Optimization exercise on an open flow, not production practice. RTL: at most simulated, not proved equivalent. Function not checked: run 2. Power: default activity.

**run.sh**
```bash
#!/bin/bash
# synth_recipe.tcl (not shown) runs the flow's synth.tcl, then flattens the netlist and writes it again
# the make line also repeats each setting of config.mk as NAME=value (left out here)
make -C /OpenROAD-flow-scripts/flow DESIGN_CONFIG=/design/flow/config.mk WORK_HOME=/design/flow/orfs CLKGATE_MAP_FILE= SYNTH_SCRIPT=/design/flow/synth_recipe.tcl finish
```
**config.mk**
```make
export PLATFORM = sky130hd
export DESIGN_NAME = rw32_core
export DESIGN_NICKNAME = rw32_core
export VERILOG_FILES = /design/flow/design.v
export SDC_FILE = /design/flow/constraint.sdc
export NUM_CORES = 4
export LEC_CHECK = 0
export CAP_MARGIN = 20
export CORE_MARGIN = 2
export CORE_UTILIZATION = 40
export SETUP_SLACK_MARGIN = 4
export SLEW_MARGIN = 20
```
**constraint.sdc**
```tcl
create_clock -name core_clock -period 12.0 [get_ports {clk}]
set_input_delay 2.4000 -clock core_clock [delete_from_list [all_inputs] [get_ports {clk}]]
set_output_delay 2.4000 -clock core_clock [all_outputs]
set_load 0.01 [all_outputs]
```
**design.v**
```verilog
module rw32_core (
    input             clk,
    input             rst,
    input             step_valid,
    output            step_ready,
    output reg        done,
    output reg [2:0]  out_code,
    output     [31:0] out_addr,
    output     [31:0] out_target,
    output reg [3:0]  out_len,
    output reg        out_width4,
    output reg [1:0]  out_kind,
    output reg        out_diag,
    output reg        halted,
    input             host_we,
    input      [3:0]  host_sel,
    input      [31:0] host_wdata,
    input      [31:0] mem_size,
    output            mem_req,
    output            mem_we,
    output     [31:0] mem_addr,
    output     [31:0] mem_wdata,
    input             mem_ack,
    input      [31:0] mem_rdata,
    output            imp_req,
    output     [31:0] imp_target,
    input             imp_ack,
    input      [1:0]  imp_kind,
    input             imp_fail,
    input      [31:0] imp_eax,
    input      [31:0] imp_esp,
    output     [31:0] eax,
    output     [31:0] ecx,
    output     [31:0] edx,
    output     [31:0] ebx,
    output     [31:0] esp,
    output     [31:0] ebp,
    output     [31:0] esi,
    output     [31:0] edi,
    output     [31:0] eip,
    output     [15:0] cs,
    output     [15:0] ds,
    output     [15:0] es,
    output     [15:0] fs,
    output     [15:0] gs,
    output     [15:0] ss
);
    localparam OC_OK = 3'd0, OC_UNSUP = 3'd1, OC_MF = 3'd2, OC_CV = 3'd3, OC_HF = 3'd4;
    localparam MK_FETCH = 2'd0, MK_READ = 2'd1, MK_WRITE = 2'd2;
    localparam F_NONE      = 5'd0,
               F_ENTER     = 5'd1,
               F_CALL_REL  = 5'd2,
               F_CALL_M    = 5'd3,
               F_RET       = 5'd4,
               F_JMP       = 5'd5,
               F_PUSH_I8   = 5'd6,
               F_PUSH_I32  = 5'd7,
               F_PUSH_R    = 5'd8,
               F_PUSH_M    = 5'd9,
               F_POP_R     = 5'd10,
               F_MOV_MI    = 5'd11,
               F_MOV_OE    = 5'd12,   
               F_MOV_EO    = 5'd13,   
               F_MOV_RMR   = 5'd14,   
               F_MOV_RRM   = 5'd15,   
               F_AND       = 5'd16,
               F_SUB       = 5'd17,
               F_LEA       = 5'd18;
    localparam S_IDLE = 4'd0,    
               S_F1   = 4'd1,    
               S_F2   = 4'd2,    
               S_F3   = 4'd3,    
               S_X    = 4'd4,    
               S_RD   = 4'd5,    
               S_WR   = 4'd6,    
               S_IMP  = 4'd7,    
               S_X2   = 4'd8;    
    reg [31:0] x [0:7];
    reg [31:0] eip_r;            
    reg [15:0] seg [0:5];
    assign eax = x[0];
    assign ecx = x[1];
    assign edx = x[2];
    assign ebx = x[3];
    assign esp = x[4];
    assign ebp = x[5];
    assign esi = x[6];
    assign edi = x[7];
    assign eip = eip_r;
    assign cs  = seg[0];
    assign ds  = seg[1];
    assign es  = seg[2];
    assign fs  = seg[3];
    assign gs  = seg[4];
    assign ss  = seg[5];
    reg [3:0]  state;
    reg [32:0] sz4;          
    reg [3:0]  lim;          
    reg [31:0] w0, w1;       
    reg [4:0]  form_r;
    reg [3:0]  len_r;
    reg [31:0] ra;           
    reg [31:0] rd;           
    wire st_idle = (state == S_IDLE);
    wire st_f1   = (state == S_F1);
    wire st_f2   = (state == S_F2);
    wire st_f3   = (state == S_F3);
    wire st_x    = (state == S_X);
    wire st_rd   = (state == S_RD);
    wire st_wr   = (state == S_WR);
    wire st_imp  = (state == S_IMP);
    wire st_x2   = (state == S_X2);
    assign step_ready = st_idle;
    assign mem_req    = st_f1 | st_f2 | st_f3 | st_rd | st_wr;
    assign mem_we     = st_wr;
    assign mem_addr   = ra;
    assign mem_wdata  = rd;
    assign imp_req    = st_imp;
    assign imp_target = rd;
    assign out_addr   = ra;
    assign out_target = rd;
    wire [7:0] q0 = mem_rdata[7:0];
    wire [7:0] q1 = mem_rdata[15:8];
    wire [7:0] q2 = mem_rdata[23:16];
    wire [1:0] qmd = q1[7:6];
    wire [2:0] qrg = q1[5:3];
    wire [2:0] qrm = q1[2:0];
    wire q_modrm = (q0 == 8'h81) || (q0 == 8'h83) || (q0 == 8'h89) || (q0 == 8'h8B) ||
                   (q0 == 8'h8D) || (q0 == 8'hC7) || (q0 == 8'hFF);
    reg [4:0] qform;
    always @* begin
        qform = F_NONE;
        if (q0[7:3] == 5'b01010)      qform = F_PUSH_R;
        else if (q0[7:3] == 5'b01011) qform = F_POP_R;
        else case (q0)
            8'hC3: qform = F_RET;
            8'h6A: qform = F_PUSH_I8;
            8'h68: qform = F_PUSH_I32;
            8'hE8: qform = F_CALL_REL;
            8'hE9: qform = F_JMP;
            8'hA1: qform = F_MOV_EO;
            8'hA3: qform = F_MOV_OE;
            8'hC8: qform = F_ENTER;
            8'h81: if (qrg == 3'd5 && qmd == 2'd3) qform = F_SUB;
            8'h83: if (qrg == 3'd4 && qmd == 2'd3) qform = F_AND;
            8'h89: if (qmd == 2'd3) qform = F_MOV_RMR;
            8'h8B: if (qmd == 2'd3) qform = F_MOV_RRM;
            8'h8D: if (qmd != 2'd3) qform = F_LEA;
            8'hC7: if (qrg == 3'd0 && qmd != 2'd3) qform = F_MOV_MI;
            8'hFF: if (qmd != 2'd3) begin
                       if (qrg == 3'd2)      qform = F_CALL_M;
                       else if (qrg == 3'd6) qform = F_PUSH_M;
                   end
            default: qform = F_NONE;
        endcase
    end
    wire       q_sib  = (qmd != 2'd3) && (qrm == 3'd4);
    wire [2:0] q_disp = (qmd == 2'd1) ? 3'd1 :
                        (qmd == 2'd2) ? 3'd4 :
                        (qmd == 2'd0 && (qrm == 3'd5 || (qrm == 3'd4 && q2[2:0] == 3'd5))) ? 3'd4 :
                        3'd0;
    wire [2:0] q_imm  = (q0 == 8'h81) ? 3'd4 :
                        (q0 == 8'h83) ? 3'd1 :
                        (q0 == 8'hC7) ? 3'd4 : 3'd0;
    reg       q_unsup;
    reg [3:0] q_len;
    always @* begin
        q_unsup = 1'b0;
        q_len   = 4'd1;
        if (q_modrm) begin
            if (qform == F_NONE) begin
                q_unsup = 1'b1;
                q_len   = 4'd2;
            end else if (qmd == 2'd3)
                q_len = 4'd2 + {1'b0, q_imm};
            else
                q_len = 4'd2 + {3'd0, q_sib} + {1'b0, q_disp} + {1'b0, q_imm};
        end else begin
            case (qform)
                F_PUSH_R, F_POP_R, F_RET: q_len = 4'd1;
                F_PUSH_I8:                q_len = 4'd2;
                F_ENTER:                  q_len = 4'd4;
                F_PUSH_I32, F_CALL_REL, F_JMP, F_MOV_EO, F_MOV_OE:
                                          q_len = 4'd5;
                default:                  q_unsup = 1'b1;
            endcase
        end
    end
    wire q_callidx = (qform == F_CALL_M) && q_sib && (q2[5:3] != 3'd4);
    wire [2:0]  lsel   = (q0[7:3] == 5'b01010) ? q0[2:0] :
                         (q0[6] == 1'b1)       ? 3'd5 :       
                         (q0[1] == 1'b0)       ? qrg :        
                                                 qrm;         
    wire [31:0] xl     = x[lsel];
    wire [1:0] md  = w0[15:14];
    wire [2:0] rg  = w0[13:11];
    wire [2:0] rm  = w0[10:8];
    wire [7:0] sib = w0[23:16];
    wire       has_sib   = (md != 2'd3) && (rm == 3'd4);
    wire       disp32    = (md == 2'd2) ||
                           (md == 2'd0 && (rm == 3'd5 || (rm == 3'd4 && sib[2:0] == 3'd5)));
    wire       base_none = (md == 2'd0) && (has_sib ? (sib[2:0] == 3'd5) : (rm == 3'd5));
    wire [2:0] base_reg  = has_sib ? sib[2:0] : rm;
    wire       idx_none  = !has_sib || (sib[5:3] == 3'd4);
    wire [2:0] idx_reg   = sib[5:3];
    wire       indexed   = !idx_none;
    wire       scale_bad = has_sib && (sib[7:6] != 2'd0);
    wire [7:0] disp8     = has_sib ? w0[31:24] : w0[23:16];
    wire [2:0] op_reg    = w0[2:0];
    wire [1:0]  sh   = len_r[1:0];
    wire [63:0] ecat = {w1, w0};
    wire [31:0] ew   = (sh == 2'd1) ? ecat[39:8] :
                       (sh == 2'd2) ? ecat[47:16] : ecat[55:24];
    wire [63:0] lcat = {mem_rdata, st_f3 ? w1 : w0};
    wire [31:0] lw   = (sh == 2'd1) ? lcat[39:8] :
                       (sh == 2'd2) ? lcat[47:16] :
                       (sh == 2'd3) ? lcat[55:24] : lcat[63:32];
    wire is_rel = (form_r == F_JMP) || (form_r == F_CALL_REL);
    wire is_sub = (form_r == F_SUB);
    wire [31:0] xb = x[st_x2 ? idx_reg : base_reg];
    wire [31:0] aa = is_rel ? eip_r : ((base_none && !st_x2) ? 32'd0 : xb);
    wire [31:0] ab = st_x2 ? ra : is_rel ? ew : is_sub ? ~ew :
                     disp32 ? ew : (md == 2'd1) ? {{24{disp8[7]}}, disp8} : 32'd0;
    wire [31:0] ac = is_rel ? 32'd5 : is_sub ? 32'd1 : 32'd0;
    wire [32:0] ea33 = {1'b0, aa} + {1'b0, ab} + {1'b0, ac};
    wire [31:0] ea   = ea33[31:0];
    wire [33:0] k34  = {2'b00, sz4[31:0]};
    wire [33:0] na34 = {2'b11, ~aa};
    wire [33:0] nb34 = {2'b11, ~ab};
    wire [33:0] cs_s = k34 ^ na34 ^ nb34;
    wire [33:0] cs_c = ((k34 & na34) | (k34 & nb34) | (na34 & nb34)) << 1;
    wire [33:0] d34  = cs_s + cs_c + 34'd2;
    wire        ea_in = ea33[32] ? (d34[33:32] == 2'b11) : !d34[33];
    wire [32:0] fdiff   = {1'b0, mem_size} - {1'b0, eip_r};
    wire        fetch0  = fdiff[32] || (fdiff[31:0] == 32'd0);    
    wire        push_ok = (x[4][31:2] != 30'd0) && (x[4] <= mem_size);
    wire        rd_ok   = !sz4[32] && (ra <= sz4[31:0]);
    wire        wr_oe   = (form_r == F_MOV_OE);
    wire [31:0] wa      = wr_oe ? lw : ea;                        
    wire        wa_ok   = !sz4[32] && (wr_oe ? (lw <= sz4[31:0]) : ea_in);
    wire [3:0]  nlen    = st_f1 ? ((q_len > 4'd4) ? 4'd4 : q_len) :
                          (st_f2 && len_r[3]) ? 4'd8 : len_r;
    wire [4:0]  nip_lo  = {1'b0, eip_r[3:0]} + {1'b0, nlen};
    wire [27:0] eip_hi1 = eip_r[31:4] + 28'd1;
    wire [31:0] nip     = {nip_lo[4] ? eip_hi1 : eip_r[31:4], nip_lo[3:0]};
    wire        sp_pop  = st_rd && (form_r == F_POP_R || form_r == F_RET);
    wire        sp_ent  = st_wr;
    wire [32:0] sp_sum  = {x[4], 1'b1} +
                          (sp_ent ? {~{16'd0, w0[23:8]}, 1'b1} :
                           sp_pop ? {32'd4, 1'b0} : {32'hFFFFFFFC, 1'b0});
    wire [31:0] sp_add  = sp_sum[32:1];
    localparam G_HOST = 3'd0, G_XL = 3'd1, G_EA = 3'd2, G_MEM = 3'd3, G_IMP = 3'd4, G_ESP = 3'd5;
    localparam E_HOST = 3'd0, E_NIP = 3'd1, E_EA = 3'd2, E_MEM = 3'd3, E_RD = 3'd4;
    localparam A_EIP = 3'd0, A_SIZE = 3'd1, A_NIP = 3'd2, A_SP = 3'd3, A_ESP = 3'd4, A_LW = 3'd5,
               A_WA = 3'd6, A_EA = 3'd7;
    localparam D_XL = 3'd0, D_I8 = 3'd1, D_LW = 3'd2, D_NIP = 3'd3, D_MEM = 3'd4, D_EAX = 3'd5;
    reg [3:0] nstate;
    reg       fin;           
    reg [2:0] code;
    reg       diag, halt;
    reg       mf_en;         
    reg       mf_w4;
    reg [1:0] mf_kind;
    reg       len_en;
    reg       gw_en;         
    reg [2:0] gw_idx, gsel;
    reg       and_mask;
    reg       sp_en, sp_imp;
    reg       eip_en;
    reg [2:0] esel;
    reg       ra_en, rd_en;
    reg [2:0] rasel, rdsel;
    reg       seg_en;
    task push;
        input [2:0] dsel;
        begin
            sp_en = 1'b1;
            ra_en = 1'b1; rasel = A_SP;
            if (push_ok) begin
                rd_en = 1'b1; rdsel = dsel;
                nstate = S_WR;
            end else begin
                eip_en = 1'b1; esel = E_NIP;
                fault(MK_WRITE);
            end
        end
    endtask
    task finish;
        input [2:0] c;
        begin
            fin  = 1'b1;
            code = c;
            nstate = S_IDLE;
        end
    endtask
    task fault;
        input [1:0] k;
        begin
            finish(OC_MF);
            mf_en = 1'b1; mf_w4 = 1'b1; mf_kind = k;
        end
    endtask
    task ok_next;            
        begin
            eip_en = 1'b1; esel = E_NIP;
            finish(OC_OK);
        end
    endtask
    task cv;
        begin
            eip_en = 1'b1; esel = E_NIP;
            halt = 1'b1;
            finish(OC_CV);
        end
    endtask
    always @* begin
        nstate = state;
        fin = 1'b0; code = OC_OK; diag = 1'b0; halt = 1'b0;
        mf_en = 1'b0; mf_w4 = 1'b0; mf_kind = MK_FETCH;
        len_en = 1'b0;
        gw_en = 1'b0; gw_idx = 3'd0; gsel = G_HOST; and_mask = 1'b0;
        sp_en = 1'b0; sp_imp = 1'b0;
        eip_en = 1'b0; esel = E_NIP;
        ra_en = 1'b0; rasel = A_EIP;
        rd_en = 1'b0; rdsel = D_XL;
        seg_en = 1'b0;
        case (state)
        S_IDLE: begin
            if (step_valid) begin
                if (halted) begin
                    fin = 1'b1; code = out_code;      
                end else if (fetch0) begin
                    finish(OC_MF);
                    mf_en = 1'b1;
                    ra_en = 1'b1; rasel = A_EIP;
                end else begin
                    ra_en = 1'b1; rasel = A_EIP;
                    nstate = S_F1;
                end
            end else if (host_we) begin
                if (host_sel[3] == 1'b0) begin
                    gw_en = 1'b1; gw_idx = host_sel[2:0]; gsel = G_HOST;
                end else if (host_sel == 4'd8) begin
                    eip_en = 1'b1; esel = E_HOST;
                end else
                    seg_en = 1'b1;
            end
        end
        S_F1: if (mem_ack) begin
            if (q_len > lim) begin
                finish(OC_MF);
                mf_en = 1'b1;
                ra_en = 1'b1; rasel = A_SIZE;
            end else if (q_unsup || q_callidx) begin
                finish(OC_UNSUP);                   
                len_en = 1'b1;
            end else if (q_len > 4'd4) begin
                ra_en = 1'b1; rasel = A_NIP;
                nstate = S_F2;
            end else begin
                case (qform)
                    F_PUSH_R, F_ENTER: push(D_XL);
                    F_PUSH_I8:         push(D_I8);
                    F_POP_R, F_RET: begin
                        ra_en = 1'b1; rasel = A_ESP;
                        nstate = S_RD;
                    end
                    F_MOV_RMR: begin
                        gw_en = 1'b1; gw_idx = qrm; gsel = G_XL;
                        ok_next;
                    end
                    F_MOV_RRM: begin
                        gw_en = 1'b1; gw_idx = qrg; gsel = G_XL;
                        ok_next;
                    end
                    F_AND: begin
                        gw_en = 1'b1; gw_idx = qrm; gsel = G_XL; and_mask = 1'b1;
                        ok_next;
                    end
                    default: nstate = S_X;          
                endcase
            end
        end
        S_F2: if (mem_ack) begin
            if (len_r > 4'd8) begin
                ra_en = 1'b1; rasel = A_NIP;
                nstate = S_F3;
            end else begin
                case (form_r)
                    F_PUSH_I32: push(D_LW);
                    F_CALL_REL: push(D_NIP);
                    F_MOV_EO: begin
                        ra_en = 1'b1; rasel = A_LW;
                        nstate = S_RD;
                    end
                    F_MOV_OE, F_MOV_MI: write;
                    F_CALL_M, F_PUSH_M: begin
                        if (md == 2'd0 && rm == 3'd5) begin    
                            ra_en = 1'b1; rasel = A_LW;
                            nstate = S_RD;
                        end else
                            nstate = S_X;
                    end
                    default: nstate = S_X;          
                endcase
            end
        end
        S_F3: if (mem_ack) write;                   
        S_X: begin
            case (form_r)
                F_JMP: begin
                    eip_en = 1'b1; esel = E_EA;
                    finish(OC_OK);
                end
                F_SUB: begin
                    gw_en = 1'b1; gw_idx = rm; gsel = G_EA;
                    ok_next;
                end
                default: begin                      
                    if (scale_bad)
                        cv;
                    else if (indexed) begin
                        ra_en = 1'b1; rasel = A_EA;
                        nstate = S_X2;
                    end else
                        ea_use;
                end
            endcase
        end
        S_X2: ea_use;
        S_RD: if (mem_ack) begin
            if (!rd_ok) begin
                eip_en = 1'b1; esel = E_NIP;
                fault(MK_READ);
            end else case (form_r)
                F_POP_R: begin
                    sp_en = 1'b1;                   
                    gw_en = 1'b1; gw_idx = op_reg; gsel = G_MEM;
                    ok_next;
                end
                F_RET: begin
                    sp_en = 1'b1;
                    eip_en = 1'b1; esel = E_MEM;
                    finish(OC_OK);
                end
                F_MOV_EO: begin
                    gw_en = 1'b1; gw_idx = 3'd0; gsel = G_MEM;
                    ok_next;
                end
                F_PUSH_M: push(D_MEM);
                default: begin                      
                    rd_en = 1'b1; rdsel = D_MEM;
                    nstate = S_IMP;
                end
            endcase
        end
        S_IMP: if (imp_ack) begin
            if (imp_kind[1]) begin                  
                diag = 1'b1;
                ok_next;
            end else if (imp_kind[0]) begin         
                if (imp_fail) begin
                    eip_en = 1'b1; esel = E_NIP;
                    halt = 1'b1;
                    finish(OC_HF);
                end else begin
                    gw_en = 1'b1; gw_idx = 3'd0; gsel = G_IMP;
                    sp_en = 1'b1; sp_imp = 1'b1;
                    ok_next;
                end
            end else begin                          
                sp_en = 1'b1;
                ra_en = 1'b1; rasel = A_SP;
                if (push_ok) begin
                    rd_en = 1'b1; rdsel = D_NIP;
                    eip_en = 1'b1; esel = E_RD;
                    nstate = S_WR;
                end else begin
                    eip_en = 1'b1; esel = E_NIP;
                    fault(MK_WRITE);
                end
            end
        end
        S_WR: if (mem_ack) begin
            case (form_r)
                F_ENTER: begin
                    gw_en = 1'b1; gw_idx = 3'd5; gsel = G_ESP;
                    sp_en = 1'b1;
                    ok_next;
                end
                F_CALL_REL: begin
                    eip_en = 1'b1; esel = E_EA;
                    finish(OC_OK);
                end
                F_CALL_M: finish(OC_OK);            
                default:  ok_next;
            endcase
        end
        default: nstate = S_IDLE;
        endcase
    end
    task write;
        begin
            ra_en = 1'b1; rasel = A_WA;
            if (form_r == F_MOV_MI && scale_bad)
                cv;
            else if (form_r == F_MOV_MI && indexed) begin
                rd_en = 1'b1; rdsel = D_LW;         
                nstate = S_X;
            end else if (wa_ok) begin
                rd_en = 1'b1; rdsel = wr_oe ? D_EAX : D_LW;
                nstate = S_WR;
            end else begin
                eip_en = 1'b1; esel = E_NIP;
                fault(MK_WRITE);
            end
        end
    endtask
    task ea_use;
        begin
            case (form_r)
                F_LEA: begin
                    gw_en = 1'b1; gw_idx = rg; gsel = G_EA;
                    ok_next;
                end
                F_MOV_MI: begin                     
                    ra_en = 1'b1; rasel = A_EA;
                    if (wa_ok)
                        nstate = S_WR;
                    else begin
                        eip_en = 1'b1; esel = E_NIP;
                        fault(MK_WRITE);
                    end
                end
                default: begin                      
                    ra_en = 1'b1; rasel = A_EA;
                    nstate = S_RD;
                end
            endcase
        end
    endtask
    wire [31:0] gv_x = xl & (and_mask ? {24'd0, q2} : 32'hFFFFFFFF);
    wire [31:0] gv = (gsel == G_HOST) ? host_wdata :
                     (gsel == G_XL)   ? gv_x :
                     (gsel == G_EA)   ? ea :
                     (gsel == G_MEM)  ? mem_rdata :
                     (gsel == G_IMP)  ? imp_eax : x[4];
    wire [31:0] sv = sp_imp ? imp_esp : sp_add;
    wire [31:0] ev = (esel == E_HOST) ? host_wdata :
                     (esel == E_NIP)  ? nip :
                     (esel == E_EA)   ? ea :
                     (esel == E_MEM)  ? mem_rdata : rd;
    wire [31:0] av = (rasel == A_EIP)  ? eip_r :
                     (rasel == A_SIZE) ? mem_size :
                     (rasel == A_NIP)  ? nip :
                     (rasel == A_SP)   ? sp_add :
                     (rasel == A_ESP)  ? x[4] :
                     (rasel == A_LW)   ? lw :
                     (rasel == A_WA)   ? wa : ea;
    wire [31:0] dv = (rdsel == D_XL)  ? xl :
                     (rdsel == D_I8)  ? {{24{q1[7]}}, q1} :
                     (rdsel == D_LW)  ? lw :
                     (rdsel == D_NIP) ? nip :
                     (rdsel == D_MEM) ? mem_rdata : x[0];
    integer i;
    always @(posedge clk) begin
        if (rst) begin
            state  <= S_IDLE;
            done   <= 1'b0;
            halted <= 1'b0;
            eip_r  <= 32'd0;
            for (i = 0; i < 8; i = i + 1) x[i] <= 32'd0;
            for (i = 0; i < 6; i = i + 1) seg[i] <= 16'd0;
        end else begin
            state <= nstate;
            done  <= fin;
            if (halt) halted <= 1'b1;
            for (i = 0; i < 8; i = i + 1) begin
                if (gw_en && gw_idx == i)  x[i] <= gv;
                else if (i == 4 && sp_en)  x[i] <= sv;
            end
            if (eip_en) eip_r <= ev;
            if (seg_en) case (host_sel)
                4'd9:    seg[0] <= host_wdata[15:0];
                4'd10:   seg[1] <= host_wdata[15:0];
                4'd11:   seg[2] <= host_wdata[15:0];
                4'd12:   seg[3] <= host_wdata[15:0];
                4'd13:   seg[4] <= host_wdata[15:0];
                4'd14:   seg[5] <= host_wdata[15:0];
                default: ;
            endcase
        end
        if (fin) begin
            out_code <= code;
            out_diag <= diag;
        end
        if (mf_en) begin
            out_width4 <= mf_w4;
            out_kind   <= mf_kind;
        end
        if (len_en) out_len <= q_len;
        if (st_idle) begin
            lim <= (fdiff[31:4] != 28'd0) ? 4'd15 : fdiff[3:0];
            sz4 <= {1'b0, mem_size} - 33'd4;
        end
        if (st_f1) begin
            w0     <= mem_rdata;
            form_r <= qform;
            len_r  <= q_len;
        end
        if (st_f2) w1 <= mem_rdata;
        if (ra_en) ra <= av;
        if (rd_en) rd <= dv;
    end
endmodule
```
==> summary.md, run 1 <==
| Metric | Value |
|---|---|
| Antenna-violating nets left | 0 |
| Critical Path AT | a little under 9 ns |
| R2r endpoint | rd[31] |
| Mapped Avg Cell Area | 7.58 µm² |
| Worst-Margin Slew | around 1.2 ns |
| Hold Vio Cnt, Final | 0 |
| Flop and latch count out of synthesis | 570 |
| IO Count | ~730 |
| Fmax | 123 MHz |
| RSZ-0062 raised after global routing | true |
| Worst hold path cell count | 2 |
| CTS Hold Buffers Added | 0 |
| Power share of the combinational group | ~60% |
| Input/output buffers | between 700 and 800 |
| Clk slew on worst S/H paths | approximately 0.070 ns |
| Commonest non-fill, non-tap cells in the layout | nand2_1 (1206), clkdlybuf4s50_1 (724), a21oi_1 (567), dfxtp_1 (386), nor2_1 (368) |
| CTS Buffer Depth | 3 |
| LEAKAGE | approximately 0.023 µW |
| Routed vias/inst | just under 7 |
| CP max FO | 28 |
| Worst hold start | seg[3][6] |
| Nets | between 7000 and 8000 |
| Final HPWL DP | approximately 250000 µm |
| Gpl congestion | 1.09 |
| Sequential share of power | between 20% and 30% |
| Sequential element share of the synthesized area | roughly 27% |
| Hold WC Path Type | reg2reg |
| Final period util | around two thirds |
| Clock Power Share | between 10% and 20% |
| DR WL/cell | between 30 and 40 µm |
| Num CTS Buffers | 77 |
| TritonCTS clock tree | built |
| Clock Skews | 0.0304 ns |
| Initial antenna violation count | 34 |
| Synth async-reset ratio | 0% |
| Setup TNS | 0 ns |
| Headroom to the max-slew limit | between 10% and 20% |
| Synth warn | 3 |
| Most used DFF post-synth | dfxtp_1 |
| Reg2reg path depth | 29 |
| Internal power | around 6600 µW |
| Drt drc | 0 |
| Layout cells sized above 1 | 11.8% |
| Unique cell type count in the Yosys netlist | 111 |
| FP Rows | around 130 |
| Switching power | between 6000 and 7000 µW |
| CTS Root Cell | clkbuf_16 |
| Hold WS | about 0.45 ns |
| Die ar. | roughly 120000 µm² |
| Compound-gate portion of the synthesized area | a little over a quarter |
| Largest net degree at the start of global routing | 194 |
| Run status | no timing/DRC/antenna violations |
| Syn_nets | between 6000 and 7000 |
| Synth Area in XOR/XNOR | approximately 2.5% |
| P&R area growth vs syn | 29.9% |
| Sw Share | between 50% and 60% |
| Die width | ~350 µm |
| EDFF count, synth | 180 |
| Number of global-route vias before repair | approximately 52000 |
| Final setup fails | 0 |
| Peak VDD IR | just under 0.2 mV |
| Routed WL | approximately 330000 µm |
| GRT Total Usage | about half |
| Synth Area in Adders | a little under a tenth |
| Core region area | roughly 120000 µm² |
| Leading cell type in the layout, fill and taps excluded | nand2_1 |
| Min cycle time layout | between 8 and 9 ns |
| CP startpoint kind | flip-flop |
| PD cells | roughly 210 nW/µm² |
| Nature of the critical path endpoint | flip-flop |
| Mux contribution to synthesized area | 5.95% |
| Largest family of logic cells by synthesized area | compound AO/OA/AOI/OAI gates |
| Global-route wire length before repair | 436000 µm |
| Max-cap viol count | 0 |
| H-Tree Depth | 3 |
| Slowest CP cell | a31oi_1 |
| Initial Util | 40.2% |
| Gr ovfl total | 0 |
| Sink Count | 570 |
| Flop2flop setup slack | between 3 and 4 ns |
| DRT Pass-1 Iters | 8 |
| 1st-iter DRT viols | 9803 |
| Synthesized area | around 48000 µm² |
| Hold Crit Endpoint | seg[3][6] |
| Fraction of the mapped netlist area in simple logic gates | 21.0% |
| Post-Syn Instances | roughly 6300 |
| Max incr delay on CP | around 0.65 ns |
| WP data required | ~13 ns |
| Clock Latency Late Sink | 0.71 ns |
| CP Class | reg2reg |
| Final slew viol count | 0 |
| Die Y-Extent | 351 µm |
| Via count | a little under 60000 |
| Worst r2r src | w0[8] |
| Most frequent CP cell | o221ai_1 |
## metrics by stage
stage | instance area, µm² | util, % | power [µW] | setup WS [ns] | cells
2_1_floorplan | 48100 | - | 6850 | 4.03 | 6349
3_3_place_gp | 57100 | 47.7 | 10100 | 1.40 | 8381
3_5_place_dp | 57100 | 47.8 | 10100 | 1.51 | 8381
4_1_cts | 61400 | 51.3 | 12800 | 4.00 | 8588
5_1_grt | 62500 | 52.3 | 13700 | 3.85 | 8640
6_report | 62600 | 52.3 | 13400 | 3.85 | 8656
## synth_stat cells (18+ instances only)
| cell | instances | area share (%) |
|---|---|---|
| o22ai_1 | 91 | 1.2 |
| nor2_1 | 384 | 3.0 |
| a221oi_1 | 30 | 0.55 |
| nor3_1 | 85 | 0.88 |
| o21ai_0 | 360 | 3.7 |
| buf_1 | 36 | 0.28 |
| nand3_1 | 179 | 1.9 |
| nand3b_1 | 26 | 0.41 |
| nor4_1 | 31 | 0.40 |
| a31oi_1 | 85 | 1.1 |
| o211ai_1 | 142 | 2.2 |
| mux2_2 | 23 | 0.54 |
| o31ai_1 | 25 | 0.39 |
| o21ai_1 | 25 | 0.26 |
| and2_1 | 24 | 0.31 |
| dfxtp_1 | 390 | 16 |
| xnor2_1 | 107 | 1.9 |
| a311oi_1 | 34 | 0.62 |
| a21oi_1 | 575 | 6.0 |
| nand2b_1 | 66 | 0.86 |
| a211oi_1 | 101 | 1.6 |
| ha_1 | 295 | 7.7 |
| o21a_1 | 37 | 0.58 |
| edfxtp_1 | 180 | 11 |
| buf_4 | 101 | 1.6 |
| buf_2 | 50 | 0.52 |
| mux4_2 | 24 | 1.1 |
| o221ai_1 | 67 | 1.2 |
| a22oi_1 | 67 | 1.0 |
| nand4_1 | 59 | 0.77 |
| or2_2 | 27 | 0.35 |
| nor2b_1 | 55 | 0.71 |
| inv_1 | 274 | 2.1 |
| mux2i_1 | 205 | 4.3 |
| nand2_1 | 1222 | 9.5 |
| fa_1 | 39 | 1.6 |
| clkbuf_1 | 353 | 2.8 |
| xor2_1 | 28 | 0.51 |
| a211o_1 | 18 | 0.33 |
| a21o_1 | 71 | 1.1 |
| and3_1 | 31 | 0.40 |
## kinds of logic (layout without fill, tap and decap cells)
kind of cell	Yosys count	in the layout
AND/OR/NAND/NOR	2274	2277
adder cells (fa/ha/maj)	334	334
flip-flops	570	570
multiplexers	253	253
XOR/XNOR	135	135
buffers and inverters	826	1493
other	0	24
AO/OA/AOI/OAI	1957	1958
## worst max-delay path by stage
stage	startpoint	end	slack (ns)	cells past startpoint
floorplan	mem_rdata[3]	ra[12]	4.03	26
global placement	mem_rdata[4]	ra[21]	1.40	20
detailed placement	mem_rdata[14]	ra[16]	1.51	24
CTS	state[3]	rd[26]	4.00	29
global route	w0[8]	rd[31]	3.85	29
finish	w0[8]	rd[31]	3.85	29
## layer usage
| metal | track usage [%] | vias to the layer above | routed length, µm |
|---|---|---|---|
| li1 | - | 24200 | - |
| met2 | 70.2 | 5066 | 129000 |
| met4 | 37.5 | 30 | 31300 |
| met5 | 0.157 | - | 329 |
| met3 | 20.3 | 1244 | 48900 |
| met1 | 63.2 | 28400 | 119000 |
## worst max-delay path: cells and delay by family, from the launching register on
kind                     cells  cell delay (ns)
multiplexers                 1             0.09
buffers and inverters        6             1.23
flip-flops                   1             0.45
AND/OR/NAND/NOR              7             1.53
adder cells (fa/ha/maj)      3             1.26
AO/OA/AOI/OAI               12             3.33
## state kept, by name, indices dropped and copies added (netlist names), 3 cells and up
register	count
w0	27
out_len	4
x	256
state	4
form_r	5
out_code	3
eip_r	32
rd	32
ra	32
lim	4
w1	32
seg	96
len_r	4
sz4	33
## area by class of cell
class | count | area, µm²
fill | 11600 | 57100
multi-input combinational | 4957 | 33100
sequential | 570 | 13200
timing repair buffer | 1068 | 10500
clock buffer | 109 | 2250
tap | 1612 | 2020
inverter | 285 | 1070
clock inverter | 31 | 355
antenna | 24 | 60.1
## power by group through the flow
stage                     clock network, µW  logic [µW]  registers (µW)
final                                  2460        8100            2800
after global routing                   2520        8410            2790
after CTS                              2450        7550            2760
after detailed placement                  0        7270            2820
after global placement                    0        7240            2820
after floorplan                           0        4230            2620
## repair_timing
action / in CTS / in global routing
gates cloned: 4 / 5
resized for setup: 225 / 132
endpoints found under the setup margin: 430 / 393
buffers inserted: 63 / 38
pin swaps: 26 / 39
Testbench counts, summed over its fixed seeds: cycles 88,002.
==> run 2, diff against run 1 <==
--- a/design.v
+++ b/design.v
@@ -8,6 +8,6 @@
     output     [31:0] out_addr,
     output     [31:0] out_target,
-    output reg [3:0]  out_len,
-    output reg        out_width4,
+    output     [3:0]  out_len,
+    output            out_width4,
     output reg [1:0]  out_kind,
     output reg        out_diag,
@@ -96,7 +96,8 @@
     reg [3:0]  state;
     reg [32:0] sz4;          
-    reg [3:0]  lim;          
+    reg [15:0] short;        
     reg [31:0] w0, w1;       
     reg [4:0]  form_r;
+    reg        r_rel, r_jmp, r_sub, r_d32, r_d8, r_bnone;    
     reg [3:0]  len_r;
     reg [31:0] ra;           
@@ -120,4 +121,6 @@
     assign out_addr   = ra;
     assign out_target = rd;
+    assign out_len    = len_r;                  
+    assign out_width4 = (out_kind != MK_FETCH);
     wire [7:0] q0 = mem_rdata[7:0];
     wire [7:0] q1 = mem_rdata[15:8];
@@ -155,12 +158,28 @@
         endcase
     end
-    wire       q_sib  = (qmd != 2'd3) && (qrm == 3'd4);
-    wire [2:0] q_disp = (qmd == 2'd1) ? 3'd1 :
-                        (qmd == 2'd2) ? 3'd4 :
-                        (qmd == 2'd0 && (qrm == 3'd5 || (qrm == 3'd4 && q2[2:0] == 3'd5))) ? 3'd4 :
-                        3'd0;
-    wire [2:0] q_imm  = (q0 == 8'h81) ? 3'd4 :
-                        (q0 == 8'h83) ? 3'd1 :
-                        (q0 == 8'hC7) ? 3'd4 : 3'd0;
+    wire       q_sib   = (qmd != 2'd3) && (qrm == 3'd4);
+    wire       q_d32   = (qmd == 2'd2) ||
+                         (qmd == 2'd0 && (qrm == 3'd5 || (qrm == 3'd4 && q2[2:0] == 3'd5)));
+    wire       q_c7    = (q0 == 8'hC7);
+    wire       q_imm32 = (q0 == 8'h68) || (q0 == 8'hE8) || (q0 == 8'hE9) ||
+                         (q0 == 8'hA1) || (q0 == 8'hA3);
+    reg [3:0] q_mlen;
+    always @* begin
+        case ({q_c7, q_d32, q_sib, qmd == 2'd1})
+            4'b0000: q_mlen = 4'd2;
+            4'b0001: q_mlen = 4'd3;
+            4'b0010: q_mlen = 4'd3;
+            4'b0011: q_mlen = 4'd4;
+            4'b0100: q_mlen = 4'd6;
+            4'b0110: q_mlen = 4'd7;
+            4'b1000: q_mlen = 4'd6;
+            4'b1001: q_mlen = 4'd7;
+            4'b1010: q_mlen = 4'd7;
+            4'b1011: q_mlen = 4'd8;
+            4'b1100: q_mlen = 4'd10;
+            4'b1110: q_mlen = 4'd11;
+            default: q_mlen = 4'd2;
+        endcase
+    end
     reg       q_unsup;
     reg [3:0] q_len;
@@ -173,7 +192,7 @@
                 q_len   = 4'd2;
             end else if (qmd == 2'd3)
-                q_len = 4'd2 + {1'b0, q_imm};
+                q_len = (q0 == 8'h81) ? 4'd6 : (q0 == 8'h83) ? 4'd3 : 4'd2;
             else
-                q_len = 4'd2 + {3'd0, q_sib} + {1'b0, q_disp} + {1'b0, q_imm};
+                q_len = q_mlen;
         end else begin
             case (qform)
@@ -187,6 +206,16 @@
         end
     end
+    wire q_long = q_imm32 || q_c7 || (q0 == 8'h81) || (q_modrm && qmd != 2'd3 && q_d32);
     wire q_callidx = (qform == F_CALL_M) && q_sib && (q2[5:3] != 3'd4);
-    wire [2:0]  lsel   = (q0[7:3] == 5'b01010) ? q0[2:0] :
+    wire q_mod3   = (qmd == 2'd3);
+    wire f1_mov89 = (q0 == 8'h89) && q_mod3 && !short[2];
+    wire f1_mov8b = (q0 == 8'h8B) && q_mod3 && !short[2];
+    wire f1_and   = (q0 == 8'h83) && q_mod3 && (qrg == 3'd4) && !short[3];
+    wire f1_push  = ((q0[7:3] == 5'b01010) && !short[1]) ||
+                    ((q0 == 8'h6A) && !short[2]) ||
+                    ((q0 == 8'hC8) && !short[4]);
+    wire f1_pop   = ((q0[7:3] == 5'b01011) || (q0 == 8'hC3)) && !short[1];
+    wire [2:0]  lsel   = !st_f1                ? 3'd0 :      
+                         (q0[7:3] == 5'b01010) ? q0[2:0] :
                          (q0[6] == 1'b1)       ? 3'd5 :       
                          (q0[1] == 1'b0)       ? qrg :        
@@ -216,11 +245,11 @@
                        (sh == 2'd2) ? lcat[47:16] :
                        (sh == 2'd3) ? lcat[55:24] : lcat[63:32];
-    wire is_rel = (form_r == F_JMP) || (form_r == F_CALL_REL);
-    wire is_sub = (form_r == F_SUB);
+    wire is_rel = r_rel;
+    wire is_sub = r_sub;
     wire [31:0] xb = x[st_x2 ? idx_reg : base_reg];
-    wire [31:0] aa = is_rel ? eip_r : ((base_none && !st_x2) ? 32'd0 : xb);
-    wire [31:0] ab = st_x2 ? ra : is_rel ? ew : is_sub ? ~ew :
-                     disp32 ? ew : (md == 2'd1) ? {{24{disp8[7]}}, disp8} : 32'd0;
-    wire [31:0] ac = is_rel ? 32'd5 : is_sub ? 32'd1 : 32'd0;
+    wire [31:0] aa = is_rel ? eip_r : ((r_bnone && !st_x2) ? 32'd0 : xb);
+    wire [31:0] ab = st_x2 ? ra : (is_rel || r_d32) ? ew : is_sub ? ~ew :
+                     r_d8 ? {{24{disp8[7]}}, disp8} : 32'd0;
+    wire [31:0] ac = r_jmp ? 32'd5 : is_sub ? 32'd1 : 32'd0;    
     wire [32:0] ea33 = {1'b0, aa} + {1'b0, ab} + {1'b0, ac};
     wire [31:0] ea   = ea33[31:0];
@@ -235,12 +264,27 @@
     wire        fetch0  = fdiff[32] || (fdiff[31:0] == 32'd0);    
     wire        push_ok = (x[4][31:2] != 30'd0) && (x[4] <= mem_size);
-    wire        rd_ok   = !sz4[32] && (ra <= sz4[31:0]);
+    wire [31:0] ca      = st_rd ? ra : lw;
+    wire        ca_ok   = !sz4[32] && (ca <= sz4[31:0]);
+    wire        rd_ok   = ca_ok;
     wire        wr_oe   = (form_r == F_MOV_OE);
     wire [31:0] wa      = wr_oe ? lw : ea;                        
-    wire        wa_ok   = !sz4[32] && (wr_oe ? (lw <= sz4[31:0]) : ea_in);
-    wire [3:0]  nlen    = st_f1 ? ((q_len > 4'd4) ? 4'd4 : q_len) :
-                          (st_f2 && len_r[3]) ? 4'd8 : len_r;
-    wire [4:0]  nip_lo  = {1'b0, eip_r[3:0]} + {1'b0, nlen};
-    wire [27:0] eip_hi1 = eip_r[31:4] + 28'd1;
+    wire        wa_ok   = wr_oe ? ca_ok : (!sz4[32] && ea_in);
+    wire [4:0]  lo1     = {1'b0, eip_r[3:0]} + 5'd1;
+    wire [4:0]  lo2     = {1'b0, eip_r[3:0]} + 5'd2;
+    wire [4:0]  lo3     = {1'b0, eip_r[3:0]} + 5'd3;
+    wire [4:0]  lo4     = {1'b0, eip_r[3:0]} + 5'd4;
+    wire [4:0]  lo_f1   = q_long         ? lo4 :
+                          (q_len == 4'd1) ? lo1 :
+                          (q_len == 4'd2) ? lo2 :
+                          (q_len == 4'd3) ? lo3 : lo4;
+    wire [3:0]  nlen_r  = (st_f2 && len_r[3]) ? 4'd8 : len_r;
+    wire [4:0]  lo_r    = {1'b0, eip_r[3:0]} + {1'b0, nlen_r};
+    wire [4:0]  nip_lo  = st_f1 ? lo_f1 : lo_r;
+    reg  [27:0] eip_hi1;                        
+    integer k;
+    always @* begin
+        for (k = 0; k < 28; k = k + 1)
+            eip_hi1[k] = eip_r[4 + k] ^ ((k == 0) ? 1'b1 : &(eip_r[31:4] | ({28{1'b1}} << k)));
+    end
     wire [31:0] nip     = {nip_lo[4] ? eip_hi1 : eip_r[31:4], nip_lo[3:0]};
     wire        sp_pop  = st_rd && (form_r == F_POP_R || form_r == F_RET);
@@ -269,19 +313,16 @@
     reg       eip_en;
     reg [2:0] esel;
-    reg       ra_en, rd_en;
-    reg [2:0] rasel, rdsel;
+    reg       ra_en;
+    reg [2:0] rasel;
     reg       seg_en;
     task push;
-        input [2:0] dsel;
         begin
             sp_en = 1'b1;
             ra_en = 1'b1; rasel = A_SP;
-            if (push_ok) begin
-                rd_en = 1'b1; rdsel = dsel;
+            eip_en = 1'b1; esel = E_NIP;
+            if (push_ok)
                 nstate = S_WR;
-            end else begin
-                eip_en = 1'b1; esel = E_NIP;
+            else
                 fault(MK_WRITE);
-            end
         end
     endtask
@@ -323,5 +364,4 @@
         eip_en = 1'b0; esel = E_NIP;
         ra_en = 1'b0; rasel = A_EIP;
-        rd_en = 1'b0; rdsel = D_XL;
         seg_en = 1'b0;
         case (state)
@@ -348,5 +388,19 @@
         end
         S_F1: if (mem_ack) begin
-            if (q_len > lim) begin
+            if (f1_mov89) begin
+                gw_en = 1'b1; gw_idx = qrm; gsel = G_XL;
+                ok_next;
+            end else if (f1_mov8b) begin
+                gw_en = 1'b1; gw_idx = qrg; gsel = G_XL;
+                ok_next;
+            end else if (f1_and) begin
+                gw_en = 1'b1; gw_idx = qrm; gsel = G_XL; and_mask = 1'b1;
+                ok_next;
+            end else if (f1_push)
+                push;
+            else if (f1_pop) begin
+                ra_en = 1'b1; rasel = A_ESP;
+                nstate = S_RD;
+            end else if (short[q_len]) begin
                 finish(OC_MF);
                 mf_en = 1'b1;
@@ -355,30 +409,9 @@
                 finish(OC_UNSUP);                   
                 len_en = 1'b1;
-            end else if (q_len > 4'd4) begin
+            end else if (q_long) begin
                 ra_en = 1'b1; rasel = A_NIP;
                 nstate = S_F2;
-            end else begin
-                case (qform)
-                    F_PUSH_R, F_ENTER: push(D_XL);
-                    F_PUSH_I8:         push(D_I8);
-                    F_POP_R, F_RET: begin
-                        ra_en = 1'b1; rasel = A_ESP;
-                        nstate = S_RD;
-                    end
-                    F_MOV_RMR: begin
-                        gw_en = 1'b1; gw_idx = qrm; gsel = G_XL;
-                        ok_next;
-                    end
-                    F_MOV_RRM: begin
-                        gw_en = 1'b1; gw_idx = qrg; gsel = G_XL;
-                        ok_next;
-                    end
-                    F_AND: begin
-                        gw_en = 1'b1; gw_idx = qrm; gsel = G_XL; and_mask = 1'b1;
-                        ok_next;
-                    end
-                    default: nstate = S_X;          
-                endcase
-            end
+            end else
+                nstate = S_X;                       
         end
         S_F2: if (mem_ack) begin
@@ -388,6 +421,6 @@
             end else begin
                 case (form_r)
-                    F_PUSH_I32: push(D_LW);
-                    F_CALL_REL: push(D_NIP);
+                    F_PUSH_I32: push;
+                    F_CALL_REL: push;
                     F_MOV_EO: begin
                         ra_en = 1'b1; rasel = A_LW;
@@ -448,7 +481,6 @@
                     ok_next;
                 end
-                F_PUSH_M: push(D_MEM);
+                F_PUSH_M: push;
                 default: begin                      
-                    rd_en = 1'b1; rdsel = D_MEM;
                     nstate = S_IMP;
                 end
@@ -473,5 +505,4 @@
                 ra_en = 1'b1; rasel = A_SP;
                 if (push_ok) begin
-                    rd_en = 1'b1; rdsel = D_NIP;
                     eip_en = 1'b1; esel = E_RD;
                     nstate = S_WR;
@@ -482,18 +513,16 @@
             end
         end
-        S_WR: if (mem_ack) begin
+        S_WR: if (mem_ack) begin                    
             case (form_r)
                 F_ENTER: begin
                     gw_en = 1'b1; gw_idx = 3'd5; gsel = G_ESP;
                     sp_en = 1'b1;
-                    ok_next;
                 end
-                F_CALL_REL: begin
+                F_CALL_REL: begin                   
                     eip_en = 1'b1; esel = E_EA;
-                    finish(OC_OK);
                 end
-                F_CALL_M: finish(OC_OK);            
-                default:  ok_next;
+                default: ;
             endcase
+            finish(OC_OK);
         end
         default: nstate = S_IDLE;
@@ -506,12 +535,11 @@
                 cv;
             else if (form_r == F_MOV_MI && indexed) begin
-                rd_en = 1'b1; rdsel = D_LW;         
-                nstate = S_X;
-            end else if (wa_ok) begin
-                rd_en = 1'b1; rdsel = wr_oe ? D_EAX : D_LW;
-                nstate = S_WR;
+                nstate = S_X;                       
             end else begin
                 eip_en = 1'b1; esel = E_NIP;
-                fault(MK_WRITE);
+                if (wa_ok)
+                    nstate = S_WR;
+                else
+                    fault(MK_WRITE);
             end
         end
@@ -526,10 +554,9 @@
                 F_MOV_MI: begin                     
                     ra_en = 1'b1; rasel = A_EA;
+                    eip_en = 1'b1; esel = E_NIP;
                     if (wa_ok)
                         nstate = S_WR;
-                    else begin
-                        eip_en = 1'b1; esel = E_NIP;
+                    else
                         fault(MK_WRITE);
-                    end
                 end
                 default: begin                      
@@ -558,10 +585,21 @@
                      (rasel == A_LW)   ? lw :
                      (rasel == A_WA)   ? wa : ea;
+    wire       rd_en = (mem_ack && (st_f1 || st_f2 || st_f3 || st_rd)) ||
+                       (imp_ack && st_imp && imp_kind == 2'b00);
+    wire [2:0] rdsel = st_f1 ? ((qform == F_PUSH_I8) ? D_I8 : D_XL) :
+                       st_f2 ? ((form_r == F_CALL_REL) ? D_NIP :
+                                (form_r == F_MOV_OE)   ? D_XL : D_LW) :
+                       st_f3 ? D_LW :
+                       st_rd ? D_MEM : D_NIP;
     wire [31:0] dv = (rdsel == D_XL)  ? xl :
                      (rdsel == D_I8)  ? {{24{q1[7]}}, q1} :
                      (rdsel == D_LW)  ? lw :
                      (rdsel == D_NIP) ? nip :
-                     (rdsel == D_MEM) ? mem_rdata : x[0];
+                     mem_rdata;
     integer i;
+    wire [31:0] gvz = gv & {32{~rst}};
+    wire [31:0] svz = sv & {32{~rst}};
+    wire [31:0] evz = ev & {32{~rst}};
+    wire [15:0] hwz = host_wdata[15:0] & {16{~rst}};
     always @(posedge clk) begin
         if (rst) begin
@@ -569,26 +607,16 @@
             done   <= 1'b0;
             halted <= 1'b0;
-            eip_r  <= 32'd0;
-            for (i = 0; i < 8; i = i + 1) x[i] <= 32'd0;
-            for (i = 0; i < 6; i = i + 1) seg[i] <= 16'd0;
         end else begin
             state <= nstate;
             done  <= fin;
             if (halt) halted <= 1'b1;
-            for (i = 0; i < 8; i = i + 1) begin
-                if (gw_en && gw_idx == i)  x[i] <= gv;
-                else if (i == 4 && sp_en)  x[i] <= sv;
-            end
-            if (eip_en) eip_r <= ev;
-            if (seg_en) case (host_sel)
-                4'd9:    seg[0] <= host_wdata[15:0];
-                4'd10:   seg[1] <= host_wdata[15:0];
-                4'd11:   seg[2] <= host_wdata[15:0];
-                4'd12:   seg[3] <= host_wdata[15:0];
-                4'd13:   seg[4] <= host_wdata[15:0];
-                4'd14:   seg[5] <= host_wdata[15:0];
-                default: ;
-            endcase
         end
+        for (i = 0; i < 8; i = i + 1) begin
+            if (rst || (gw_en && gw_idx == i)) x[i] <= gvz;
+            else if (i == 4 && sp_en)          x[i] <= svz;
+        end
+        if (rst || eip_en) eip_r <= evz;
+        for (i = 0; i < 6; i = i + 1)
+            if (rst || (seg_en && host_sel == 4'd9 + i)) seg[i] <= hwz;
         if (fin) begin
             out_code <= code;
@@ -596,10 +624,9 @@
         end
         if (mf_en) begin
-            out_width4 <= mf_w4;
             out_kind   <= mf_kind;
         end
-        if (len_en) out_len <= q_len;
         if (st_idle) begin
-            lim <= (fdiff[31:4] != 28'd0) ? 4'd15 : fdiff[3:0];
+            for (i = 0; i < 16; i = i + 1)
+                short[i] <= (fdiff[31:4] == 28'd0) && (fdiff[3:0] < i);
             sz4 <= {1'b0, mem_size} - 33'd4;
         end
@@ -607,4 +634,10 @@
             w0     <= mem_rdata;
             form_r <= qform;
+            r_rel  <= (qform == F_JMP) || (qform == F_CALL_REL);
+            r_sub  <= (qform == F_SUB);
+            r_jmp  <= (qform == F_JMP);
+            r_d32  <= q_d32;
+            r_d8   <= (qmd == 2'd1);
+            r_bnone <= (qmd == 2'd0) && (q_sib ? (q2[2:0] == 3'd5) : (qrm == 3'd5));
             len_r  <= q_len;
         end
==> flow/run.sh (new file) <==
#!/bin/bash
set -euo pipefail
bash standard.sh SETUP_SLACK_MARGIN=7 finish > standard.log 2>&1
==> standard.sh (new file) <==
#!/bin/bash
# synth_recipe.tcl (not shown) runs the flow's synth.tcl, then flattens the netlist and writes it again
# the make line also repeats each setting of config.mk as NAME=value (left out here)
make -C /OpenROAD-flow-scripts/flow DESIGN_CONFIG=/design/flow/config.mk WORK_HOME=/design/flow/orfs CLKGATE_MAP_FILE= SYNTH_SCRIPT=/design/flow/synth_recipe.tcl "${@:-finish}"
--- a/config.mk
+++ b/config.mk
@@ -8,5 +8,4 @@
 export CAP_MARGIN = 20
 export CORE_MARGIN = 2
-export CORE_UTILIZATION = 40
-export SETUP_SLACK_MARGIN = 4
+export CORE_UTILIZATION = 50
 export SLEW_MARGIN = 20
removed: run.sh
==> run 2 against run 1 <==
Against the previous run:
- the run now fails in global routing
- area after synthesis shrank 3.7%
- synthesized cell count is 16% lower
==> summary.md, run 2 <==
| Metric | Value |
|---|---|
| Count leader, synth | nand2_1 |
| Compound-gate portion of the synthesized area | 23.0% |
| Run status | did not finish |
| Mux contribution to synthesized area | 3.08% |
| Syn_nets | 5832 |
| Number of global-route vias before repair | roughly 60000 |
| Sink Count | 580 |
| Gpl congestion | approximately 1.2 |
| Mapped Avg Cell Area | a little under 9 µm² |
| Post-Syn Instances | roughly 5400 |
| EDFF count, synth | 574 |
| Final HPWL DP | approximately 220000 µm |
| Synth top area share | a little under two fifths |
| H-Tree Depth | 3 |
| Stopped at | global routing |
| Input/output buffers | around 730 |
| FP Rows | roughly 110 |
| Place WS | about 2.7 ns |
| Top cells by area, synth | edfxtp_1 (37%), ha_1 (7.3%), nand2_1 (5.7%) |
| Largest net degree at the start of global routing | a little over 80 |
| Unique cell type count in the Yosys netlist | 106 |
| CTS Buffer Depth | 3 |
| Gr ovfl total | 2 |
| Synth warn | 3 |
| Largest family of logic cells by synthesized area | compound AO/OA/AOI/OAI gates |
| Dominant cell type by area after synthesis | edfxtp_1 |
| Global-route wire length before repair | 483000 µm |
| Sequential element share of the synthesized area | 37.4% |
| Synth Area in XOR/XNOR | about 2.4% |
| Fraction of the mapped netlist area in simple logic gates | a little under a fifth |
| GRT Total Usage | between 70% and 80% |
| Num CTS Buffers | between 60 and 70 |
| Flop and latch count out of synthesis | 580 |
| Die width | approximately 310 µm |
| Initial Util | 50.5% |
| IO Count | 734 |
| Synth async-reset ratio | 0% |
| Run Error | [ERROR GRT-0116] Global routing finished with congestion. Check the congestion regions in the DRC Viewer. |
| Synthesized area | ~46000 µm² |
| Top cells by count, synth | nand2_1 (709), edfxtp_1 (574), nor2_1 (488) |
| Most used DFF post-synth | edfxtp_1 |
| Synth Area in Adders | 8.91% |
| DP Area | 55500 µm² |
| CTS Root Cell | clkbuf_16 |
| Die Y-Extent | approximately 310 µm |
==> run 2: worst max-delay path by stage <==
stage,to,slack (ns),cells past startpoint
3_3_place_gp,ra[17],2.75,20
4_1_cts,x[4][31],5.46,28
2_1_floorplan,x[4][0],5.05,20
3_5_place_dp,ra[17],2.66,20
==> run 2: power by group through the flow <==
stage | sequential (µW) | clock [µW] | combinational, µW
after floorplan | 3450 | 0 | 6300
after global placement | 3780 | 0 | 11300
after detailed placement | 3790 | 0 | 11500
after CTS | 3760 | 2230 | 14800
==> run 2: timing repair <==
item | in CTS
buffers inserted | 467
endpoints found under the setup margin | 712
gates cloned | 71
gates resized for setup | 1343
hold buffers | 0
pin swaps | 389
==> run 2: cell families after synthesis <==
logic type      Yosys count
compound gates         1655
xor+xnor                128
fa+ha+maj               308
buf+inv                 654
flops                   580
mux                     117
simple gates           1909
==> run 2: per-stage QoR <==
step / hold slack [ns] / instances / total power (µW) / utilization [%]
after floorplan: 0.556 / 5351 / 9750 / -
after global placement: 0.558 / 7074 / 15100 / 60.5
after detailed placement: 0.572 / 7074 / 15300 / 60.5
after CTS: 0.581 / 7734 / 20800 / 74.8
==> run 2: per-layer routing <==
metal  GRT overflow  global-route usage, %
met2              0                   87.0
met4              2                   65.9
met5              0                   38.0
met3              0                   60.7
met1              0                   75.0
==> run 3, diff against run 2 <==
--- a/design.v
+++ b/design.v
@@ -97,7 +97,8 @@
     reg [32:0] sz4;          
     reg [15:0] short;        
-    reg [31:0] w0, w1;       
+    reg [31:0] w0;           
+    reg [31:0] fw;           
     reg [4:0]  form_r;
-    reg        r_rel, r_jmp, r_sub, r_d32, r_d8, r_bnone;    
+    reg        r_rel, r_jmp, r_sub, r_d32, r_d8, r_bnone, r_ew;    
     reg [3:0]  len_r;
     reg [31:0] ra;           
@@ -238,8 +239,6 @@
     wire [2:0] op_reg    = w0[2:0];
     wire [1:0]  sh   = len_r[1:0];
-    wire [63:0] ecat = {w1, w0};
-    wire [31:0] ew   = (sh == 2'd1) ? ecat[39:8] :
-                       (sh == 2'd2) ? ecat[47:16] : ecat[55:24];
-    wire [63:0] lcat = {mem_rdata, st_f3 ? w1 : w0};
+    wire [31:0] ew   = fw;
+    wire [63:0] lcat = {mem_rdata, st_f3 ? rd : w0};
     wire [31:0] lw   = (sh == 2'd1) ? lcat[39:8] :
                        (sh == 2'd2) ? lcat[47:16] :
@@ -249,6 +248,7 @@
     wire [31:0] xb = x[st_x2 ? idx_reg : base_reg];
     wire [31:0] aa = is_rel ? eip_r : ((r_bnone && !st_x2) ? 32'd0 : xb);
-    wire [31:0] ab = st_x2 ? ra : (is_rel || r_d32) ? ew : is_sub ? ~ew :
-                     r_d8 ? {{24{disp8[7]}}, disp8} : 32'd0;
+    wire [31:0] ab = ({32{st_x2}} & ra) |
+                     ({32{r_ew && !st_x2}} & ew) | ({32{is_sub}} & ~ew) |
+                     ({32{r_d8 && !st_x2}} & {{24{disp8[7]}}, disp8});
     wire [31:0] ac = r_jmp ? 32'd5 : is_sub ? 32'd1 : 32'd0;    
     wire [32:0] ea33 = {1'b0, aa} + {1'b0, ab} + {1'b0, ac};
@@ -261,7 +261,14 @@
     wire [33:0] d34  = cs_s + cs_c + 34'd2;
     wire        ea_in = ea33[32] ? (d34[33:32] == 2'b11) : !d34[33];
+    wire        sp_pop  = st_rd && (form_r == F_POP_R || form_r == F_RET);
+    wire        sp_ent  = st_wr;
+    wire [32:0] sp_sum  = {x[4], 1'b1} +
+                          (sp_ent ? {~{16'd0, w0[23:8]}, 1'b1} :
+                           sp_pop ? {32'd4, 1'b0} : {32'hFFFFFFFC, 1'b0});
+    wire [31:0] sp_add  = sp_sum[32:1];
     wire [32:0] fdiff   = {1'b0, mem_size} - {1'b0, eip_r};
     wire        fetch0  = fdiff[32] || (fdiff[31:0] == 32'd0);    
-    wire        push_ok = (x[4][31:2] != 30'd0) && (x[4] <= mem_size);
+    reg         push_ok;
+    wire [32:0] sz4_n   = {1'b0, mem_size} - 33'd4;
     wire [31:0] ca      = st_rd ? ra : lw;
     wire        ca_ok   = !sz4[32] && (ca <= sz4[31:0]);
@@ -274,9 +281,8 @@
     wire [4:0]  lo3     = {1'b0, eip_r[3:0]} + 5'd3;
     wire [4:0]  lo4     = {1'b0, eip_r[3:0]} + 5'd4;
-    wire [4:0]  lo_f1   = q_long         ? lo4 :
-                          (q_len == 4'd1) ? lo1 :
-                          (q_len == 4'd2) ? lo2 :
-                          (q_len == 4'd3) ? lo3 : lo4;
-    wire [3:0]  nlen_r  = (st_f2 && len_r[3]) ? 4'd8 : len_r;
+    wire [4:0]  lo_f1   = (q_len[1:0] == 2'd1) ? lo1 :
+                          (q_len[1:0] == 2'd2) ? lo2 :
+                          (q_len[1:0] == 2'd3) ? lo3 : lo4;
+    wire [3:0]  nlen_r  = len_r;
     wire [4:0]  lo_r    = {1'b0, eip_r[3:0]} + {1'b0, nlen_r};
     wire [4:0]  nip_lo  = st_f1 ? lo_f1 : lo_r;
@@ -288,10 +294,7 @@
     end
     wire [31:0] nip     = {nip_lo[4] ? eip_hi1 : eip_r[31:4], nip_lo[3:0]};
-    wire        sp_pop  = st_rd && (form_r == F_POP_R || form_r == F_RET);
-    wire        sp_ent  = st_wr;
-    wire [32:0] sp_sum  = {x[4], 1'b1} +
-                          (sp_ent ? {~{16'd0, w0[23:8]}, 1'b1} :
-                           sp_pop ? {32'd4, 1'b0} : {32'hFFFFFFFC, 1'b0});
-    wire [31:0] sp_add  = sp_sum[32:1];
+    wire [4:0]  lo8     = {1'b0, eip_r[3:0]} + 5'd8;
+    wire [4:0]  fa_lo   = st_f1 ? lo4 : lo8;
+    wire [31:0] fnext   = {fa_lo[4] ? eip_hi1 : eip_r[31:4], fa_lo[3:0]};
     localparam G_HOST = 3'd0, G_XL = 3'd1, G_EA = 3'd2, G_MEM = 3'd3, G_IMP = 3'd4, G_ESP = 3'd5;
     localparam E_HOST = 3'd0, E_NIP = 3'd1, E_EA = 3'd2, E_MEM = 3'd3, E_RD = 3'd4;
@@ -301,4 +304,5 @@
     reg [3:0] nstate;
     reg       fin;           
+    reg       pre;           
     reg [2:0] code;
     reg       diag, halt;
@@ -318,4 +322,5 @@
     task push;
         begin
+            wr_pre;
             sp_en = 1'b1;
             ra_en = 1'b1; rasel = A_SP;
@@ -335,4 +340,10 @@
         end
     endtask
+    task wr_pre;
+        begin
+            pre = 1'b1; code = OC_MF;
+            mf_en = 1'b1; mf_w4 = 1'b1; mf_kind = MK_WRITE;
+        end
+    endtask
     task fault;
         input [1:0] k;
@@ -357,5 +368,5 @@
     always @* begin
         nstate = state;
-        fin = 1'b0; code = OC_OK; diag = 1'b0; halt = 1'b0;
+        fin = 1'b0; pre = 1'b0; code = OC_OK; diag = 1'b0; halt = 1'b0;
         mf_en = 1'b0; mf_w4 = 1'b0; mf_kind = MK_FETCH;
         len_en = 1'b0;
@@ -537,4 +548,5 @@
                 nstate = S_X;                       
             end else begin
+                wr_pre;
                 eip_en = 1'b1; esel = E_NIP;
                 if (wa_ok)
@@ -553,4 +565,5 @@
                 end
                 F_MOV_MI: begin                     
+                    wr_pre;
                     ra_en = 1'b1; rasel = A_EA;
                     eip_en = 1'b1; esel = E_NIP;
@@ -580,5 +593,5 @@
     wire [31:0] av = (rasel == A_EIP)  ? eip_r :
                      (rasel == A_SIZE) ? mem_size :
-                     (rasel == A_NIP)  ? nip :
+                     (rasel == A_NIP)  ? fnext :
                      (rasel == A_SP)   ? sp_add :
                      (rasel == A_ESP)  ? x[4] :
@@ -588,5 +601,6 @@
                        (imp_ack && st_imp && imp_kind == 2'b00);
     wire [2:0] rdsel = st_f1 ? ((qform == F_PUSH_I8) ? D_I8 : D_XL) :
-                       st_f2 ? ((form_r == F_CALL_REL) ? D_NIP :
+                       st_f2 ? ((len_r > 4'd8)         ? D_MEM :       
+                                (form_r == F_CALL_REL) ? D_NIP :
                                 (form_r == F_MOV_OE)   ? D_XL : D_LW) :
                        st_f3 ? D_LW :
@@ -619,5 +633,5 @@
         for (i = 0; i < 6; i = i + 1)
             if (rst || (seg_en && host_sel == 4'd9 + i)) seg[i] <= hwz;
-        if (fin) begin
+        if (fin || pre) begin
             out_code <= code;
             out_diag <= diag;
@@ -629,5 +643,6 @@
             for (i = 0; i < 16; i = i + 1)
                 short[i] <= (fdiff[31:4] == 28'd0) && (fdiff[3:0] < i);
-            sz4 <= {1'b0, mem_size} - 33'd4;
+            sz4 <= sz4_n;
+            push_ok <= (x[4][31:2] != 30'd0) && (x[4] <= mem_size);
         end
         if (st_f1) begin
@@ -638,9 +653,10 @@
             r_jmp  <= (qform == F_JMP);
             r_d32  <= q_d32;
-            r_d8   <= (qmd == 2'd1);
+            r_d8   <= q_modrm && (qmd == 2'd1);
+            r_ew   <= (qform == F_JMP) || (qform == F_CALL_REL) || (q_modrm && qmd != 2'd3 && q_d32);
             r_bnone <= (qmd == 2'd0) && (q_sib ? (q2[2:0] == 3'd5) : (qrm == 3'd5));
             len_r  <= q_len;
         end
-        if (st_f2) w1 <= mem_rdata;
+        if (st_f2) fw <= lw;
         if (ra_en) ra <= av;
         if (rd_en) rd <= dv;
==> run.sh (new file) <==
#!/bin/bash
# synth_recipe.tcl (not shown) runs the flow's synth.tcl, then flattens the netlist and writes it again
# the make line also repeats each setting of config.mk as NAME=value (left out here)
make -C /OpenROAD-flow-scripts/flow DESIGN_CONFIG=/design/flow/config.mk WORK_HOME=/design/flow/orfs CLKGATE_MAP_FILE= SYNTH_SCRIPT=/design/flow/synth_recipe.tcl finish
--- a/config.mk
+++ b/config.mk
@@ -8,4 +8,5 @@
 export CAP_MARGIN = 20
 export CORE_MARGIN = 2
-export CORE_UTILIZATION = 50
+export CORE_UTILIZATION = 40
+export SETUP_SLACK_MARGIN = 5
 export SLEW_MARGIN = 20
removed: flow/run.sh
removed: standard.sh
==> run 3 against run 2 <==
Against the previous run:
- now clean on timing, DRC and antenna
- synthesized cell count shrank 1.8%
- area after synthesis shrank 0.74%
==> summary.md, run 3 <==
| Metric | Value |
|---|---|
| Global-route wire length before repair | around 400000 µm |
| CP Class | reg2reg |
| Post-Syn Instances | roughly 5300 |
| TritonCTS clock tree | built |
| Commonest non-fill, non-tap cells in the layout | clkdlybuf4s50_1 (693), nand2_1 (659), edfxtp_1 (577), nor2_1 (477), a21oi_1 (453) |
| RSZ-0062 raised after global routing | true |
| CP startpoint kind | flip-flop |
| Sequential element share of the synthesized area | between 30% and 40% |
| CTS Buffer Depth | 3 |
| Routed vias/inst | around 6.9 |
| Clock Skews | approximately 0.040 ns |
| DR WL/cell | slightly above 40 µm |
| Min cycle time layout | 7.18 ns |
| Layout cells sized above 1 | between 10% and 20% |
| Die Y-Extent | approximately 340 µm |
| CTS Hold Buffers Added | 0 |
| Synthesized area | around 46000 µm² |
| Syn_nets | between 5000 and 6000 |
| Num CTS Buffers | just over 70 |
| Nets | 6505 |
| DRT Pass-1 Iters | 10 |
| Via count | roughly 53000 |
| LEAKAGE | about 0.024 µW |
| Core region area | about 110000 µm² |
| Gr ovfl total | 0 |
| Mapped Avg Cell Area | approximately 9 µm² |
| Peak VDD IR | ~0.47 mV |
| WP data required | 12.36 ns |
| Clk slew on worst S/H paths | approximately 0.070 ns |
| CP max FO | 20 |
| Run status | no timing/DRC/antenna violations |
| Power share of the combinational group | 68.6% |
| Nature of the critical path endpoint | flip-flop |
| Largest regs | x: 256 flops, seg: 96 flops, sz4: 33 flops |
| Leading cell type in the layout, fill and taps excluded | clkdlybuf4s50_1 |
| Final setup fails | 0 |
| Flop and latch count out of synthesis | around 600 |
| Drt drc | 0 |
| Fmax | between 100 and 150 MHz |
| Max reg flops | between 200 and 300 |
| P&R area growth vs syn | 33.4% |
| Top cells by count, synth | nand2_1 (678), edfxtp_1 (577), nor2_1 (500) |
| Dominant cell type by area after synthesis | edfxtp_1 |
| Setup TNS | 0 ns |
| Sequential share of power | 19.6% |
| Routed WL | a little over 300000 µm |
| Sink Count | a little under 600 |
| CTS Root Cell | clkbuf_16 |
| Clock Latency Late Sink | about 0.7 ns |
==> run 3: cell count changes after synthesis, moves of 29 or more <==
| cell | change |
|---|---|
| o22ai_1 | -40 |
| nand2_1 | -31 |
| o211ai_1 | -29 |
| a221oi_1 | -30 |
| o21ai_0 | -112 |
| a211oi_1 | +62 |
| a21oi_1 | +29 |
| nand3_1 | +39 |
==> run 3: metal layers <==
metal  global-route usage (%)  routed length (µm)
met5                        0                 218
met2                     68.3              121000
met3                     22.5               50600
met4                     38.4               30400
met1                     62.7              109000
==> run 3: stage by stage <==
stage / power, µW / instances / hold slack, ns / cell area [µm²] / utilization (%)
3_3_place_gp: 15700 / 7269 / 0.762 / 55100 / 48.3
4_1_cts: 18500 / 7520 / 0.758 / 59900 / 52.5
6_report: 19900 / 7611 / 0.728 / 61400 / 53.8
2_1_floorplan: 9760 / 5257 / 0.581 / 46200 / -
5_1_grt: 20200 / 7593 / 0.758 / 61300 / 53.7
3_5_place_dp: 15600 / 7272 / 0.770 / 55200 / 48.3
==> run 3: worst max-delay path: stages (launching register included) <==
cell      delay, ns
edfxtp_1       0.58
a21oi_2        0.18
a31oi_4        0.42
o21a_4         0.34
buf_6          0.32
a21oi_1        0.16
a211oi_4       0.73
a21o_1         0.28
ha_4           0.25
ha_4           0.27
o21a_1         0.12
o21a_1         0.18
o21ai_2        0.09
or4b_4         0.65
a2111o_1       0.47
nand4_1        0.10
a21oi_1        0.08
xor2_1         0.24
or4b_4         0.19
nand3_4        0.26
a22oi_2        0.45
o22ai_4        0.15
a31oi_4        0.29
==> run 3: logic make-up after synthesis <==
| family | share of synthesized area, % |
|---|---|
| AOI/OAI and AO/OA | 21.0 |
| adders and majority gates | 8.98 |
| and+or+nand+nor | 18.9 |
| muxes | 3.94 |
| buffers and inverters | 6.40 |
| DFF | 37.9 |
| xor gates and xnor gates | 2.84 |
==> run 3: worst paths after layout <==
kind / start / to / slack (ns) / cells after the start
worst max-delay path: w0[15] / out_code[1] / 4.82 / 22
worst min-delay path: state[1] / state[1] / 0.73 / 2
worst min register to register: state[1] / state[1] / 0.73 / 2
worst max register to register: w0[15] / out_code[1] / 4.82 / 22
==> run 3: power by group through the flow <==
stage | clock [µW] | combinational (µW) | sequential (µW)
final | 2340 | 13700 | 3920
after global routing | 2380 | 13900 | 3860
after CTS | 2320 | 12400 | 3820
after detailed placement | 0 | 11800 | 3860
after global placement | 0 | 11800 | 3860
after floorplan | 0 | 6300 | 3470
==> run 3: final cells by class <==
cell class,count,area (µm²)
fillers,10500,52800
inverters,241,912
clock inverters,51,569
diodes,20,50.0
multi-input cells,4014,27700
repair buffers,1112,11000
well taps,1512,1890
flip-flops and latches,583,17500
clock buffers,78,1820
==> run 3: timing repair <==
action / in CTS / in global routing
pin swaps: 57 / 105
resized for setup: 287 / 243
gates cloned: 14 / 6
setup endpoints to repair: 684 / 645
buffers inserted: 105 / 65
Testbench counts of run 3, summed over its fixed seeds: cycles 88,002.
